From an optimization exercise on the open Yosys and OpenROAD flow, aimed at small area, a short achievable clock period and few clock cycles; shortcuts taken in it are not production practice. Only simulation tests tie the RTL to the original design; equivalence was not proved.

==> juniper: inputs <==
==> flow/design.v (excerpt) <==
module mkse (
    input  wire         clk,
    input  wire         rst_n,
    input  wire         cmd_valid,
    output wire         cmd_ready,
    input  wire [3:0]   cmd_op,
    input  wire [15:0]  cmd_now,
    output reg          rsp_valid,
    output reg  [2:0]   rsp_status,
    output reg          rsp_consumed,
    output reg  [7:0]   rsp_char,
    output reg  [8:0]   rsp_action,
    output reg  [6:0]   rsp_put_full_cnt,
    output reg  [3:0]   rsp_cfg_err,
    input  wire [15:0]  tick_in,
    output wire [7:0]   row_active,
    input  wire [7:0]   col_pressed,
    output wire         shift_ind,
    input  wire [3:0]   cfg_rows,
    input  wire [3:0]   cfg_cols,
    input  wire [6:0]   cfg_umap_len,
    input  wire [511:0] cfg_umap,
    input  wire         cfg_smap_present,
    input  wire [6:0]   cfg_smap_len,
    input  wire [511:0] cfg_smap,
    input  wire         cfg_shift_present,
    input  wire [7:0]   cfg_shift_char,
    input  wire         cfg_ind_present,
    input  wire [1:0]   cfg_policy,
    input  wire [15:0]  cfg_debounce,
    input  wire [15:0]  cfg_rdelay,
    input  wire [15:0]  cfg_rtime,
    input  wire [4:0]   cfg_qcap
);
    localparam [2:0] ST_OK        = 3'd0;
    localparam [2:0] ST_NONE      = 3'd1;
    localparam [2:0] ST_NOT_READY = 3'd2;
    localparam [2:0] ST_ILLEGAL   = 3'd3;
    localparam [2:0] ST_CFG_ERR   = 3'd4;
    localparam [1:0] POL_OFF     = 2'd0;
    localparam [1:0] POL_ONESHOT = 2'd1;
    localparam [1:0] POL_LOCK    = 2'd2;
    localparam [1:0] POL_HOLD    = 2'd3;
    function automatic two_or_more(input [7:0] v);
        reg a0, a1, a2, a3, b0, b1;
        begin
            a0 = v[0] | v[1];  b0 = v[0] & v[1];
            a1 = v[2] | v[3];  b1 = v[2] & v[3];
            a2 = v[4] | v[5];
            a3 = v[6] | v[7];
            two_or_more = b0 | b1 | (v[4] & v[5]) | (v[6] & v[7]) |
  ...
export LEC_CHECK = 0
export CAP_MARGIN = 20
export CORE_MARGIN = 2
export CORE_UTILIZATION = 55
export CTS_CLUSTER_DIAMETER = 80
export CTS_CLUSTER_SIZE = 25
export SLEW_MARGIN = 20
export TNS_END_PERCENT = 10
create_clock -name core_clock -period 10.0 [get_ports {clk}]
standard.sh (not shown) runs the stock make flow with config.mk's settings and CLKGATE_MAP_FILE= SYNTH_SCRIPT=/design/flow/synth_recipe.tcl, a recipe that flattens the netlist after the stock synthesis.
==> flow/flow/run.sh <==
#!/bin/bash
# Layout flow: the standard ORFS flow (standard.sh, synthesis unchanged)
# with two knobs changed: the port buffers are buf_1 cells instead of the
# resizer's default pick, and setup repair aims for a larger slack margin.
# make's full output goes to flow_make.log in the work folder; ORFS keeps
# each step's own log under orfs/logs.
set -euo pipefail
bash standard.sh \
    SETUP_SLACK_MARGIN=6.5 \
    "BUFFER_PORTS_ARGS=-buffer_cell sky130_fd_sc_hd__buf_1" \
    finish > flow_make.log 2>&1
==> amber (differences from juniper) <==
--- a/flow/design.v
+++ b/flow/design.v
@@ -1,36 +1,71 @@
 module mkse_cell_step (
     input  wire [1:0]  st,
     input  wire [15:0] t,
     input  wire        p,
-    input  wire        due,      
     input  wire [15:0] now,
+    input  wire [15:0] nowmd,    
+    input  wire [14:0] dp,       
+    input  wire [13:0] rt,       
     output wire [1:0]  st_n,
-    output wire [15:0] t_n,      
-    output wire [1:0]  addsel,
+    output wire [15:0] t_n,
     output wire        emit,
     output wire [1:0]  kind
 );
+    function automatic ge15(input [14:0] a, input [14:0] b);
+        reg [15:0] g, q;
+        integer s, i;
+        begin
+            g = {1'b0, a & ~b};
+            g[0] = a[0] | ~b[0];
+            q = {1'b1, a | ~b};
+            for (s = 1; s < 16; s = s * 2)
+                for (i = 0; i < 16; i = i + 2 * s) begin
+                    g[i] = g[i + s] | (q[i + s] & g[i]);
+                    q[i] = q[i + s] & q[i];
+                end
+            ge15 = g[0];
+        end
+    endfunction
+    function automatic [15:0] add16(input [15:0] a, input [15:0] b);
+        reg [15:0] g, q, x;
+        integer s, i;
+        begin
+            x = a ^ b;
+            g = a & b;
+            q = x;
+            for (s = 1; s < 16; s = s * 2)
+                for (i = 0; i < 16; i = i + 1)
+                    if ((i / s) % 2 == 1) begin
+                        g[i] = g[i] | (q[i] & g[(i / s) * s - 1]);
+                        q[i] = q[i] & q[(i / s) * s - 1];
+                    end
+            add16 = x ^ {g[14:0], 1'b0};
+        end
+    endfunction
     wire s_rel  = (st == 2'd0);
     wire s_pdeb = (st == 2'd1);
     wire s_pr   = (st == 2'd2);
-    assign t_n = s_rel ? now : t;
-    wire [1:0] add1 = s_rel ? 2'd3 : ((s_pdeb & due) ? 2'd1 : ((s_pr & due) ? 2'd2 : 2'd0));
-    wire [1:0] add0 = (s_pdeb & due) ? 2'd1 : (s_pr ? 2'd3 : 2'd0);
-    assign addsel = p ? add1 : add0;
+    wire        due_n = now[15] ^ t[15] ^ ge15(now[14:0], t[14:0]);
+    wire        due_d = nowmd[15] ^ t[15] ^ ge15(nowmd[14:0], t[14:0]);
+    wire        due   = st[0] ? due_d : due_n;
+    wire [15:0] adv  = add16(t, st[0] ? {1'b0, dp} : {2'b00, rt});
+    wire [15:0] base = s_rel ? now : t;
+    wire        upd  = due & (s_pdeb | (s_pr & p));
     reg [1:0] st1, st0;
     always @(*) begin
         case (st)
             2'd0: begin st1 = 2'd1;                st0 = 2'd0;                end
             2'd1: begin st1 = due ? 2'd2 : 2'd1;  st0 = due ? 2'd2 : 2'd1;  end
             2'd2: begin st1 = 2'd2;                st0 = 2'd3;                end
             default: begin st1 = due ? 2'd0 : 2'd3; st0 = due ? 2'd0 : 2'd3; end
         endcase
     end
     assign st_n = p ? st1 : st0;
+    assign t_n  = upd ? adv : base;
     assign emit = p ? (s_rel | (s_pr & due)) : s_pr;
     assign kind = p ? (s_rel ? 2'd0 : 2'd2) : 2'd1;
 endmodule
 module mkse (
     input  wire         clk,
     input  wire         rst_n,
     input  wire         cmd_valid,
@@ -92,65 +127,80 @@
     reg  [2:0]  clrcnt;
     reg  [2:0]  hrow;           
     reg  [7:0]  rdone;          
     reg  [7:0]  row_r;
     wire        cfg1 = clr & (clrcnt == 3'd7);    
     wire        proc;           
     reg  [15:0] now_r;
+    reg  [15:0] nowmd_r;        
     reg         shind_r;
     reg  [3:0]  rows, cols;
     reg  [6:0]  ulen, slen;
-    reg         qbad;           
     reg         spres, shpres, ind, big;
     reg  [1:0]  policy;
     reg  [7:0]  shift_char;
+    reg  [4:0]  qcap;
     reg  [13:0] deb, rtm;
-    reg  [13:0] rdl;            
+    reg  [14:0] dp;             
     reg  [3:0]  cap1;           
-    wire [7:0]  colmask = ~(8'hFF << cols);
-    wire [7:0]  rowmask = ~(8'hFF << rows);
+    reg  [7:0]  colmask, rowmask;
     reg  [511:0] umap, smap;
     reg  [143:0] qb;
     reg  [3:0]  qw, qr, qn;
     reg  [8:0]  hd;             
     reg  [7:0]  hdh, hdl;       
     reg  [7:0]  pend;
     reg  [15:0] pkind;
     reg  [5:0]  pbase;
     assign cmd_ready  = cmd_ready_r;
     assign row_active = row_r;
     assign shift_ind  = shind_r;
     wire accept = cmd_valid & cmd_ready_r & rst_n;
     wire cfg_load = cmd_valid & cmd_ready_r & op_cfg;
     wire [15:0] now_in = cmd_op[0] ? tick_in : cmd_now;
+    function automatic [15:0] sub16(input [15:0] a, input [15:0] b);
+        reg [15:0] g, q, x, nb;
+        integer s, i;
+        begin
+            nb = ~b;
+            x = a ^ nb;
+            g = a & nb;
+            g[0] = a[0] | nb[0];
+            q = x;
+            for (s = 1; s < 16; s = s * 2)
+                for (i = 0; i < 16; i = i + 1)
+                    if ((i / s) % 2 == 1) begin
+                        g[i] = g[i] | (q[i] & g[(i / s) * s - 1]);
+                        q[i] = q[i] & q[(i / s) * s - 1];
+                    end
+            sub16 = x ^ {g[14:0], 1'b1};
+        end
+    endfunction
     wire op_ill  = cmd_op[3] | (cmd_op[2:0] == 3'd7);
     wire op_nop  = (cmd_op == 4'd0);
     wire op_cfg  = (cmd_op == 4'd1);
     wire op_scan = (cmd_op[3:1] == 3'b001);
     wire op_deq  = (cmd_op[3:1] == 3'b010);
     wire op_nk   = (cmd_op == 4'd4);
     wire op_na   = (cmd_op == 4'd5);
     wire op_clr  = (cmd_op == 4'd6);
-    reg  [7:0] cfg_n;
+    reg  [7:0] cfg_n;           
+    always @(posedge clk) cfg_n <= rows * cols;
     reg  [3:0] code_c;
-    reg  [3:0] code;
-    always @(posedge clk) begin
-        cfg_n <= rows * cols;
-        code  <= code_c;
-    end
+    reg  [3:0] code;            
     always @(*) begin
         if (rows == 4'd0 || rows > 4'd8)
             code_c = 4'd1;
         else if (cols == 4'd0 || cols > 4'd8)
             code_c = 4'd2;
         else if ({1'b0, ulen} < cfg_n)
             code_c = 4'd3;
         else if (spres && {1'b0, slen} < cfg_n)
             code_c = 4'd4;
-        else if (qbad)
+        else if (qcap < 5'd2 || qcap > 5'd16)
             code_c = 4'd5;
         else if (big)
             code_c = 4'd6;
         else if (policy != POL_OFF && !shpres)
             code_c = 4'd7;
         else if (policy != POL_OFF && !spres)
             code_c = 4'd8;
@@ -159,110 +209,83 @@
     end
     always @(posedge clk) begin
         if (cfg_load) begin
             rows       <= cfg_rows;
             cols       <= cfg_cols;
             ulen       <= cfg_umap_len;
             slen       <= cfg_smap_len;
-            qbad       <= (cfg_qcap < 5'd2) || (cfg_qcap > 5'd16);
-            cap1       <= cfg_qcap[3:0] - 4'd1;
             spres      <= cfg_smap_present;
             shpres     <= cfg_shift_present;
             ind        <= cfg_ind_present;
             big        <= |{cfg_debounce[15:14], cfg_rdelay[15:14], cfg_rtime[15:14]};
             policy     <= cfg_policy;
             shift_char <= cfg_shift_char;
+            qcap       <= cfg_qcap;
             deb        <= cfg_debounce[13:0];
             rtm        <= cfg_rtime[13:0];
-            rdl        <= cfg_rdelay[13:0];
+            dp         <= {1'b0, cfg_rdelay[13:0]};
             umap       <= cfg_umap;
             smap       <= cfg_smap;
+        end else if (cfg1) begin
+            dp         <= dp + {1'b0, deb};
         end
     end
     integer k;
+    always @(posedge clk) begin
+        code <= code_c;
+        if (cfg1) begin
+            cap1 <= qcap[3:0] - 4'd1;
+            for (k = 0; k < 8; k = k + 1) begin
+                colmask[k] <= (k < cols);
+                rowmask[k] <= (k < rows);
+            end
+        end
+    end
     wire [7:0]  emit;
     wire [15:0] kinds;
-    function automatic ge8(input [7:0] a, input [7:0] b);
-        reg [7:0] g, q;
-        integer s, i;
-        begin
-            g = a & ~b;
-            g[0] = a[0] | ~b[0];
-            q = a | ~b;
-            for (s = 1; s < 8; s = s * 2)
-                for (i = 0; i < 8; i = i + 2 * s) begin
-                    g[i] = g[i + s] | (q[i + s] & g[i]);
-                    q[i] = q[i + s] & q[i];
-                end
-            ge8 = g[0];
-        end
-    endfunction
-    wire [15:0] now_sel = cmd_ready_r ? now_in : now_r;
     genvar c;
     generate
         for (c = 0; c < 8; c = c + 1) begin : g_lane
             reg  [143:0] cl;
-            reg  [1:0]   add7;
-            reg          lo_r;          
-            wire [15:0]  t1s = cl[35:20];
-            always @(posedge clk)
-                lo_r <= ge8(now_sel[7:0], t1s[7:0]);
-            wire [15:0]  t0s = cl[17:2];
-            wire         due_c = now_r[15] ^ t0s[15] ^
-                                 ge8({now_r[14:8], lo_r}, {t0s[14:8], 1'b1});
             wire [1:0]   st_n;
             wire [15:0]  t_n;
-            wire [1:0]   an;
             wire         em;
             wire [1:0]   kd;
             mkse_cell_step u_step (
-                .st     (cl[1:0]),
-                .t      (cl[17:2]),
-                .p      (col_pressed[c]),
-                .due    (due_c),
-                .now    (now_r),
-                .st_n   (st_n),
-                .t_n    (t_n),
-                .addsel (an),
-                .emit   (em),
-                .kind   (kd)
+                .st    (cl[1:0]),
+                .t     (cl[17:2]),
+                .p     (col_pressed[c]),
+                .now   (now_r),
+                .nowmd (nowmd_r),
+                .dp    (dp),
+                .rt    (rtm),
+                .st_n  (st_n),
+                .t_n   (t_n),
+                .emit  (em),
+                .kind  (kd)
             );
             assign emit[c]         = em & colmask[c];
             assign kinds[2*c +: 2] = kd;
             wire [15:0] t7  = proc ? t_n : cl[17:2];
             wire [1:0]  st7 = clr ? 2'd0 : (proc ? st_n : cl[1:0]);
-            wire [13:0] iv  = (add7 == 2'd1) ? rdl : (add7 == 2'd2) ? rtm :
-                              (add7 == 2'd3) ? deb : 14'd0;
-            wire [15:0] t6  = cl[143:128] + {2'b00, iv};
-            always @(posedge clk) begin
-                add7 <= proc ? an : 2'd0;
-                cl   <= {t7, st7, t6, cl[127:126], cl[125:18]};
-            end
+            always @(posedge clk)
+                cl <= {t7, st7, cl[143:18]};
         end
     endgenerate
     wire       pv     = |pend;
     wire [7:0] pfirst = pend & (~pend + 8'd1);
     wire [7:0] prest  = pend & ~pfirst;
     reg  [2:0] plane;
     always @(*) begin
         plane = 3'd0;
         for (k = 7; k >= 0; k = k - 1)
             if (pend[k]) plane = k[2:0];
     end
-    reg  [5:0] pidx;
-    reg  [1:0] pkd;
-    always @(*) begin
-        pidx = 6'd0;
-        pkd  = 2'd0;
-        for (k = 0; k < 8; k = k + 1)
-            if (pfirst[k]) begin
-                pidx = pidx | (pbase + k[5:0]);
-                pkd  = pkd | pkind[2*k +: 2];
-            end
-    end
+    wire [5:0] pidx  = pbase + {3'd0, plane};
+    wire [1:0] pkd   = pkind[2*plane +: 2];
     wire [8:0] entry = {pidx, latch, pkd};
     wire nf  = (qn == cap1);
     wire nf1 = ((qn + 4'd1) == cap1);
     wire q_empty = (qn == 4'd0);
     wire [7:0] rowbit    = 8'd1 << hrow;
     wire [7:0] rowbit_nx = {rowbit[6:0], rowbit[7]};
     wire [7:0] below     = rowbit - 8'd1;
@@ -387,14 +410,15 @@
                 cmd_ready_r <= ~|prest;
             end
         end
     end
     always @(posedge clk) begin
         if (cmd_ready_r) begin
             now_r   <= now_in;
+            nowmd_r <= cmd_op[0] ? sub16(tick_in, {2'b00, deb}) : sub16(cmd_now, {2'b00, deb});
         end
         if (take) begin
             pkind <= kinds;
             pbase <= {3'd0, hrow} * {2'b00, cols};
         end
     end
     always @(posedge clk) begin
Settings changed: CTS_CLUSTER_DIAMETER 80 to not set, CTS_CLUSTER_SIZE 25 to not set, TNS_END_PERCENT 10 to not set.
==> tundra (differences from juniper) <==
==> flow/flow/run.sh (replaced) <==
#!/bin/bash
# Layout flow: the standard ORFS flow (standard.sh, synthesis unchanged)
# with two knobs changed: the port buffers are buf_1 cells instead of the
# resizer's default pick, and setup repair aims for a larger slack margin.
# make's full output goes to flow_make.log in the work folder; ORFS keeps
# each step's own log under orfs/logs.
set -euo pipefail
bash standard.sh \
    SETUP_SLACK_MARGIN=7 \
    "BUFFER_PORTS_ARGS=-buffer_cell sky130_fd_sc_hd__buf_1" \
    finish > flow_make.log 2>&1
==> results.cfg <==
[outcome]
status = complete, no violations

[die]
n_tap_cell = 2175

[grt]
first_global_vias = 56400

[synthesis]
synth_edf_count = 1317

[worst_setup_path]
path_class = in -> reg
That was tundra.
==> results.cfg <==
[outcome]
status = complete, no violations

[worst_setup_path]
path_class = reg -> reg
crit_start = now_r[1]$_DFFE_PP_

[grt]
grt_max_degree = 149
first_global_vias = 62700

[final_layout]
fillers = 12300

[synthesis]
netlist_top_cells_count = 1361 x edfxtp_1, 1235 x dfxtp_1, 608 x a22oi_1
synth_edf_count = 1361
That was amber.
==> results.cfg <==
[outcome]
status = complete, no violations

[worst_setup_path]
rrSetupSlack_ns = 6.21

[synthesis]
synth_edf_count = 1317
ys_seq_area_share_pct = 72.0
synth.distinct_cells = 96

[timing]
fin_crit_sh_pct = 38.9

[die]
n_tap_cell = 2175

[power_and_ir_drop]
maxPowerGroup = registers
p_per_area_nw_per_um2 = 172

[grt]
first_global_vias = 56000
grt_first_pass_wirelength_mm = 428
That was juniper.
Testbench counts of juniper, summed over its fixed seeds: cycles 50,403.
Testbench counts of amber, summed over its fixed seeds: cycles 50,403.
Testbench counts of tundra, summed over its fixed seeds: cycles 50,403.

port drivers added, routing unchanged:
Ports are ideal in the flow. The routed layouts listed here were re-timed in OpenROAD. Step 1: set_driving_cell puts a clkbuf_16 on clk and a buf_2 on each other input, an assumption about the parent block. Step 2 adds t to the input delays and takes it off the output delays; t is the mean of the earliest and latest rising clock arrival at the registers after step 1. Input paths then give back, and output paths get back, about the clock's delay inside the block. a / b / c = ideal / step 1 / step 2; a / b = the first two.
run | t, ns | setup slack, ns | hold slack, ns | worst setup path at the end | clock arrival spread, ns
juniper | 0.874 | 6.108 / 6.140 / 5.266 | 0.317 / 0.317 / 0.317 | input to register | 0.035 / 0.034
amber | 0.994 | 5.945 / 5.945 / 5.040 | 0.294 / 0.294 / 0.294 | input to register | 0.067 / 0.067
tundra | 0.885 | 6.154 / 6.141 / 5.302 | 0.323 / 0.323 / 0.323 | input to register | 0.041 / 0.041
After both steps every run listed still meets setup and hold. For amber, which loses most, drivers alone change the setup slack by 0.000 ns; drivers and shift together by -0.905 ns.
